This is an optimization exercise on Yosys and OpenROAD, whose aim is small area, a short achievable clock period and few clock cycles, not a production implementation.
The RTL was checked by simulation tests, not by an equivalence proof against the original design.
Power is estimated from default activity; no workload was simulated.

==> onyx: inputs <==
==> flow/design.v <==
module delta_ctl (
    input  wire [2:0] c,
    input  wire [1:0] ovf,
    input  wire [1:0] unf,
    input  wire       over,       
    input  wire       under,      
    output reg  [2:0] c_next,
    output reg  [1:0] ovf_next,
    output reg  [1:0] unf_next
);
    always @* begin
        c_next   = c;
        ovf_next = (ovf != 2'd0) ? ovf - 2'd1 : 2'd0;
        unf_next = (unf != 2'd0) ? unf - 2'd1 : 2'd0;
        if (over) begin
            if (ovf == 2'd3) begin
                if (c != 3'd7) c_next = c + 3'd1;
                ovf_next = 2'd0;
                unf_next = 2'd0;
            end else begin
                ovf_next = ovf + 2'd1;
            end
        end else if (under) begin
            if (unf == 2'd3) begin
                if (c != 3'd1) c_next = c - 3'd1;
                ovf_next = 2'd0;
                unf_next = 2'd0;
            end else begin
                unf_next = unf + 2'd1;
            end
        end
    end
endmodule
module delta_enc (
    input  wire       clk,
    input  wire       rst,
    input  wire       in_valid,
    output wire       in_ready,
    input  wire [7:0] in_data,
    input  wire       in_last,
    input  wire [3:0] in_cs,
    output wire       out_valid,
    input  wire       out_ready,
    output wire [7:0] out_data,
    output wire       out_last
);
    reg          v1, first1, last1, open;
    reg  [7:0]   c1, d1;
    reg  [2:0]   c;
    reg  [1:0]   ovf, unf;
    reg          term;    
    reg          fin;     
    reg  [31:0]  acc;
    reg  [5:0]   cnt;     
    reg          ov, ol;
    reg  [7:0]   od;
    reg          rdy;     
    assign out_valid = ov;
    assign out_data  = od;
    assign out_last  = ol;
    assign in_ready  = rdy;
    wire [7:0] lt;
    assign lt[0] = (d1 == 8'd0);
    genvar k;
    generate
        for (k = 1; k < 8; k = k + 1) begin : g_lt
            assign lt[k] = (d1[7:k] == {(8-k){1'b0}}) ||
                           ((d1[7:k] == {(8-k){1'b1}}) && (d1[k-1:0] != {k{1'b0}}));
        end
    endgenerate
    wire fits  = lt[c];                        
    wire [7:0] ltm = {lt[6:0], 1'b0};
    wire under = ltm[c];                       
    wire anchor = first1 && !term;
    wire sent   = !anchor && (term || !fits);
    wire [2:0] ce    = anchor ? 3'd7 : c;
    wire [7:0] sentw = 8'd1 << c;              
    wire [7:0] maskw = ~(8'hFE << c);          
    wire [7:0] low   = anchor ? c1 : (sent ? sentw : (d1 & maskw));
    reg  room;
    wire app        = v1 && !fin && room;
    wire consume    = app && (term || !last1);
    wire in_fire    = in_valid && rdy;
    wire [31:0] ysh = (acc << 1) << ce;
    wire [31:0] y   = {ysh[31:8], ysh[7:0] | low};
    wire [31:0] an  = sent ? {y[23:0], c1} : y;
    wire [2:0] c_upd;
    wire [1:0] ovf_upd, unf_upd;
    delta_ctl u_ctl (
        .c(c), .ovf(ovf), .unf(unf), .over(!fits), .under(under),
        .c_next(c_upd), .ovf_next(ovf_upd), .unf_next(unf_upd)
    );
    wire le8      = (cnt[5:4] == 2'd0) && (!cnt[3] || cnt[2:0] == 3'd0);
    wire ge8      = (cnt[5:3] != 3'd0);
    wire free     = !ov || out_ready;
    wire rd_final = fin && le8;
    wire rd       = free && (fin || ge8);
    wire [38:0] xw = {acc[30:0], 8'd0};
    wire [22:0] s4 = cnt[4] ? xw[38:16] : xw[22:0];
    wire [14:0] s3 = cnt[3] ? s4[22:8] : s4[14:0];
    wire [10:0] s2 = cnt[2] ? s3[14:4] : s3[10:0];
    wire [8:0]  s1 = cnt[1] ? s2[10:2] : s2[8:0];
    wire [7:0]  s0 = cnt[0] ? s1[8:1]  : s1[7:0];
    wire [7:0]  rbyte = cnt[5] ? acc[31:24] : s0;
    wire       rdf    = rd && rd_final;
    wire       up8    = app && sent;
    wire       dn8    = rd && !rd_final;
    wire       inc8   = up8 && !dn8;
    wire       dec8   = dn8 && !up8;
    wire [5:0] x      = app ? cnt + {3'd0, ce} + 6'd1 : cnt;
    wire [2:0] xh_p   = x[5:3] + 3'd1;
    wire [2:0] xh_m   = x[5:3] - 3'd1;
    wire [5:0] cnt_n  = rdf  ? 6'd0 :
                        inc8 ? {xh_p, x[2:0]} :
                        dec8 ? {xh_m, x[2:0]} : x;
    wire v1_n     = in_fire || (v1 && !consume);
    wire last1_n  = in_fire ? in_last : last1;
    wire term_n   = app ? (!term && last1) : term;
    wire fin_n    = (app && term) || (fin && !rdf);
    wire [2:0] cb  = (!open || first1 || c == 3'd7) ? 3'd7 : c + 3'd1;
    wire [5:0] thr = 6'd23 - {3'd0, cb};
    wire room_n    = rdf  ? 1'b1 :
                     inc8 ? (x + 6'd8 <= thr) :
                     dec8 ? (x <= thr + 6'd8) : (x <= thr);
    wire rdy_n     = !v1_n || (!fin_n && room_n && (term_n || !last1_n));
    always @(posedge clk) begin
        if (rst) begin
            v1   <= 1'b0;
            open <= 1'b0;
            term <= 1'b0;
            fin  <= 1'b0;
            cnt  <= 6'd0;
            ov   <= 1'b0;
            rdy  <= 1'b1;
            room <= 1'b1;
        end else begin
            room <= room_n;
            v1   <= v1_n;
            term <= term_n;
            fin  <= fin_n;
            cnt  <= cnt_n;
            rdy  <= rdy_n;
            if (in_fire) begin
                c1     <= in_data;
                d1     <= in_data - c1;
                first1 <= !open;
                last1  <= in_last;
                open   <= !in_last;
                if (!open) begin
                    c   <= in_cs[2:0] - 3'd1;
                    ovf <= 2'd0;
                    unf <= 2'd0;
                end
            end
            if (app) begin
                acc <= an;
                if (!anchor && !term) begin
                    c   <= c_upd;
                    ovf <= ovf_upd;
                    unf <= unf_upd;
                end
            end
            if (rd) begin
                ov <= 1'b1;
                od <= rbyte;
                ol <= rd_final;
            end else if (out_ready) begin
                ov <= 1'b0;
            end
        end
    end
endmodule
module delta_dec (
    input  wire       clk,
    input  wire       rst,
    input  wire       in_valid,
    output wire       in_ready,
    input  wire [7:0] in_data,
    input  wire       in_last,
    input  wire [3:0] in_cs,
    output wire       out_valid,
    input  wire       out_ready,
    output wire [7:0] out_data,
    output wire       out_end
);
    localparam [1:0] DS_IDLE  = 2'd0,   
                     DS_ANCH  = 2'd1,   
                     DS_CODE  = 2'd2,   
                     DS_DRAIN = 2'd3;   
    reg [1:0]    st;
    reg [27:0]   acc;       
    reg [4:0]    cnt;       
    reg [2:0]    c;         
    reg [1:0]    ovf, unf;
    reg          seen_last;
    reg          ov, oe;
    reg [7:0]    od;        
    reg          rdy;       
    assign out_valid = ov;
    assign out_data  = od;
    assign out_end   = oe;
    assign in_ready  = rdy;
    wire [43:0] x  = {acc, 16'd0};
    wire [30:0] s4 = cnt[4] ? {3'd0, x[43:16]} : x[30:0];
    wire [22:0] s3 = cnt[3] ? s4[30:8] : s4[22:0];
    wire [18:0] s2 = cnt[2] ? s3[22:4] : s3[18:0];
    wire [16:0] s1 = cnt[1] ? s2[18:2] : s2[16:0];
    wire [15:0] win = cnt[0] ? s1[16:1] : s1[15:0];
    wire [7:0]  t   = win[15:8];
    wire [7:0] zr;    
    wire [7:0] zr2;   
    assign zr[0]  = 1'b1;
    assign zr2[0] = 1'b1;
    assign zr2[1] = 1'b1;
    genvar j;
    generate
        for (j = 1; j < 8; j = j + 1) begin : g_zr
            assign zr[j] = zr[j-1] & ~t[7-j];
        end
        for (j = 2; j < 8; j = j + 1) begin : g_zr2
            assign zr2[j] = zr2[j-1] & ~t[7-j];
        end
    endgenerate
    wire       anch    = (st == DS_ANCH);
    wire       parsing = (st == DS_ANCH) || (st == DS_CODE);
    wire       is_sent = !anch && t[7] && zr[c];
    wire       under   = (t[7] == t[6]) & ~(t[7] & zr2[c]);
    wire [2:0] k  = ~c;
    wire [14:0] v  = {{7{t[7]}}, t};
    wire [10:0] v2 = k[2] ? v[14:4] : v[10:0];
    wire [8:0]  v1 = k[1] ? v2[10:2] : v2[8:0];
    wire [7:0]  sd = k[0] ? v1[8:1] : v1[7:0];
    wire [10:0] u2 = k[2] ? win[14:4] : win[10:0];
    wire [8:0]  u1 = k[1] ? u2[10:2] : u2[8:0];
    wire [7:0]  raw = k[0] ? u1[8:1] : u1[7:0];
    wire [7:0] recon = od + sd;
    wire [2:0] ce      = anch ? 3'd7 : c;
    wire [5:0] diff    = {1'b0, cnt} - {3'd0, ce} - 6'd1;
    wire       hc      = !diff[5];
    wire       hc8     = !diff[5] && (diff[4:3] != 2'd0);
    wire       have    = is_sent ? hc8 : hc;
    wire       out_free = !ov || out_ready;
    wire       step    = parsing && out_free && have;
    wire       exhaust = parsing && out_free && !have && seen_last;
    wire       term    = step && is_sent && (raw == od);
    wire       ending  = term || exhaust;
    wire       in_fire = in_valid && rdy;
    wire [2:0] c_upd;
    wire [1:0] ovf_upd, unf_upd;
    delta_ctl u_ctl (
        .c(c), .ovf(ovf), .unf(unf), .over(is_sent), .under(under),
        .c_next(c_upd), .ovf_next(ovf_upd), .unf_next(unf_upd)
    );
    wire       dn8    = step && is_sent;
    wire       inc8   = in_fire && !dn8;
    wire       dec8   = dn8 && !in_fire;
    wire [4:0] ya     = cnt;
    wire [4:0] yb     = diff[4:0];
    wire [1:0] ya_p   = ya[4:3] + 2'd1;
    wire [1:0] ya_m   = ya[4:3] - 2'd1;
    wire [1:0] yb_p   = yb[4:3] + 2'd1;
    wire [1:0] yb_m   = yb[4:3] - 2'd1;
    wire [4:0] cnt_na = inc8 ? {ya_p, ya[2:0]} : (dec8 ? {ya_m, ya[2:0]} : ya);
    wire [4:0] cnt_nb = inc8 ? {yb_p, yb[2:0]} : (dec8 ? {yb_m, yb[2:0]} : yb);
    wire [4:0] cnt_n  = step ? cnt_nb : cnt_na;
    wire       lea    = inc8 ? (ya <= 5'd12) : (dec8 ? 1'b1 : (ya <= 5'd20));
    wire       leb    = inc8 ? (yb <= 5'd12) : (dec8 ? 1'b1 : (yb <= 5'd20));
    wire       le20_c = step ? leb : lea;
    reg  [1:0] st_n;
    reg  [4:0] cnt_nx;
    reg        sl_n;
    always @* begin
        st_n   = st;
        cnt_nx = cnt;
        sl_n   = seen_last;
        case (st)
            DS_IDLE: if (in_fire) begin
                st_n   = DS_ANCH;
                cnt_nx = 5'd8;
                sl_n   = in_last;
            end
            DS_DRAIN: if (in_fire && in_last) st_n = DS_IDLE;
            default: begin
                if (ending) begin
                    st_n   = (seen_last || (in_fire && in_last)) ? DS_IDLE : DS_DRAIN;
                    cnt_nx = 5'd0;
                    sl_n   = 1'b0;
                end else begin
                    cnt_nx = cnt_n;
                    if (in_fire) sl_n = in_last;
                    if (step && anch) st_n = DS_CODE;
                end
            end
        endcase
    end
    wire le20_n = !parsing || ending || le20_c;
    wire rdy_n  = (st_n == DS_IDLE) || (st_n == DS_DRAIN) || (!sl_n && le20_n);
    always @(posedge clk) begin
        if (rst) begin
            st        <= DS_IDLE;
            cnt       <= 5'd0;
            seen_last <= 1'b0;
            ov        <= 1'b0;
            rdy       <= 1'b1;
        end else begin
            st        <= st_n;
            cnt       <= cnt_nx;
            seen_last <= sl_n;
            rdy       <= rdy_n;
            if (in_fire)
                acc <= {acc[19:0], in_data};
            if (st == DS_IDLE && in_fire) begin
                c   <= in_cs[2:0] - 3'd1;
                ovf <= 2'd0;
                unf <= 2'd0;
            end
            if (ending) begin
                ov <= 1'b1;
                oe <= 1'b1;
            end else if (step) begin
                ov <= 1'b1;
                oe <= 1'b0;
                if (anch) begin
                    od <= t;
                end else begin
                    od  <= is_sent ? raw : recon;
                    c   <= c_upd;
                    ovf <= ovf_upd;
                    unf <= unf_upd;
                end
            end else if (out_ready) begin
                ov <= 1'b0;
            end
        end
    end
endmodule
module delta_codec (
    input  wire       clk,
    input  wire       rst,
    input  wire       enc_in_valid,
    output wire       enc_in_ready,
    input  wire [7:0] enc_in_data,
    input  wire       enc_in_last,
    input  wire [3:0] enc_in_cs,
    output wire       enc_out_valid,
    input  wire       enc_out_ready,
    output wire [7:0] enc_out_data,
    output wire       enc_out_last,
    input  wire       dec_in_valid,
    output wire       dec_in_ready,
    input  wire [7:0] dec_in_data,
    input  wire       dec_in_last,
    input  wire [3:0] dec_in_cs,
    output wire       dec_out_valid,
    input  wire       dec_out_ready,
    output wire [7:0] dec_out_data,
    output wire       dec_out_end
);
    delta_enc u_enc (
        .clk(clk), .rst(rst),
        .in_valid(enc_in_valid), .in_ready(enc_in_ready), .in_data(enc_in_data),
        .in_last(enc_in_last), .in_cs(enc_in_cs),
        .out_valid(enc_out_valid), .out_ready(enc_out_ready), .out_data(enc_out_data),
        .out_last(enc_out_last)
    );
    delta_dec u_dec (
        .clk(clk), .rst(rst),
        .in_valid(dec_in_valid), .in_ready(dec_in_ready), .in_data(dec_in_data),
        .in_last(dec_in_last), .in_cs(dec_in_cs),
        .out_valid(dec_out_valid), .out_ready(dec_out_ready), .out_data(dec_out_data),
        .out_end(dec_out_end)
    );
endmodule
==> flow/run.sh <==
#!/bin/bash
# synth_recipe.tcl (not shown) runs the flow's synth.tcl, then flattens the netlist and writes it again
# the make line also repeats each setting of config.mk as NAME=value (left out here)
make -C /OpenROAD-flow-scripts/flow DESIGN_CONFIG=/design/flow/config.mk WORK_HOME=/design/flow/orfs CLKGATE_MAP_FILE= SYNTH_SCRIPT=/design/flow/synth_recipe.tcl finish
==> flow/config.mk <==
export PLATFORM = sky130hd
export DESIGN_NAME = delta_codec
export DESIGN_NICKNAME = delta_codec
export VERILOG_FILES = /design/flow/design.v
export SDC_FILE = /design/flow/constraint.sdc
export NUM_CORES = 4
export LEC_CHECK = 0
export ABC_AREA = 1
export CAP_MARGIN = 20
export CORE_MARGIN = 2
export CORE_UTILIZATION = 50
export CTS_BUF_LIST = sky130_fd_sc_hd__clkbuf_4 sky130_fd_sc_hd__clkbuf_8
export SETUP_SLACK_MARGIN = 2.35
export SLEW_MARGIN = 20
export TNS_END_PERCENT = 30
==> flow/constraint.sdc <==
create_clock -name core_clock -period 6.0 [get_ports {clk}]
set_input_delay 1.2000 -clock core_clock [delete_from_list [all_inputs] [get_ports {clk}]]
set_output_delay 1.2000 -clock core_clock [all_outputs]
set_load 0.01 [all_outputs]
==> violet (differences from onyx) <==
Settings changed: CAP_MARGIN 20 to 5, CORE_UTILIZATION 50 to 40, SETUP_SLACK_MARGIN 2.35 to 2.2, SLEW_MARGIN 20 to 5, TNS_END_PERCENT 30 to default.
==> nickel (differences from onyx) <==
Settings changed: ABC_AREA 1 to 0, CORE_UTILIZATION 50 to 40, TNS_END_PERCENT 30 to default.
==> comparison table <==
metric	nickel	violet	onyx
Outcome	no timing/DRC/antenna violations	no timing/DRC/antenna violations	no timing/DRC/antenna violations
First element of the critical path	u_dec.cnt[4]	u_dec.c[1]	u_dec.cnt[4]
Detail Route met2 WL	15500 um	13800 um	13900 um
Startpoint of the tightest hold check path	u_dec.acc[19]	u_dec.acc[17]	u_dec.acc[19]
Post-synthesis cell type count	93	58	58
HPWL after detailed placement	23700 um	22500 um	22500 um
Number of buffers inserted to repair setup after CTS	56	6	15
Crit-path max FO	7	11	5
Total standard cell area after synthesis	11900 sq um	11100 sq um	11100 sq um
Sum of met3 wire segment lengths after detailed routing	1890 um	2040 um	2790 um
Non-clock buffering overhead in the final layout	9.60%	7.87%	8.95%
Flop+latch power	1.43 mW	1.48 mW	1.49 mW
Area share of the leading cell type in the synthesized netlist	27.9%	29.7%	29.7%
Worst Hold Path EP	u_dec.acc[27]	u_dec.acc[25]	u_dec.acc[27]
Global Route met2 Usage	34.0%	32.0%	38.8%
Synth Area in XOR/XNOR	2.44%	1.81%	1.81%
Share of cell area taken by flip-flops and latches	26.6%	29.1%	28.3%
Worst setup path endpoint	u_dec.od[7]	u_dec.c[2]	u_dec.od[7]
Placed inst area	12800 sq um	11900 sq um	11800 sq um
Worst hold margin	0.477 ns	0.457 ns	0.466 ns
WP depth	20	14	27
Testbench counts of onyx, summed over its fixed seeds: cycles 20,445.
Testbench counts of violet, summed over its fixed seeds: cycles 20,445.
Testbench counts of nickel, summed over its fixed seeds: cycles 20,445.

re-timing with driven ports:
How much do the figures lean on ideal ports? The routed layouts below were timed once more, with nothing changed but the port constraints. Step 1, drivers: a clkbuf_16 drives clk and a buf_2 each remaining input, both assumed. Step 2 times the ports against the registers' clock, not the clock port: input delays grow and output delays shrink by t, the midpoint of the rising clock arrivals with the driver on. Slacks: ideal ports / drivers / drivers and shift; pairs: ideal ports / drivers.
run | t (ns) | setup slack, ns | slew at the worst register clock pin (ns) | pins driven straight from the clock port
onyx | 0.494 | 2.425 / 2.425 / 2.320 | 0.09 / 0.09 | 1
violet | 0.493 | 2.401 / 2.401 / 2.401 | 0.10 / 0.10 | 1
nickel | 0.528 | 1.741 / 1.741 / 1.741 | 0.10 / 0.10 | 1
After both steps every run listed still meets setup and hold. For onyx, which loses most, drivers alone change the setup slack by 0.000 ns; drivers and shift together by -0.105 ns.
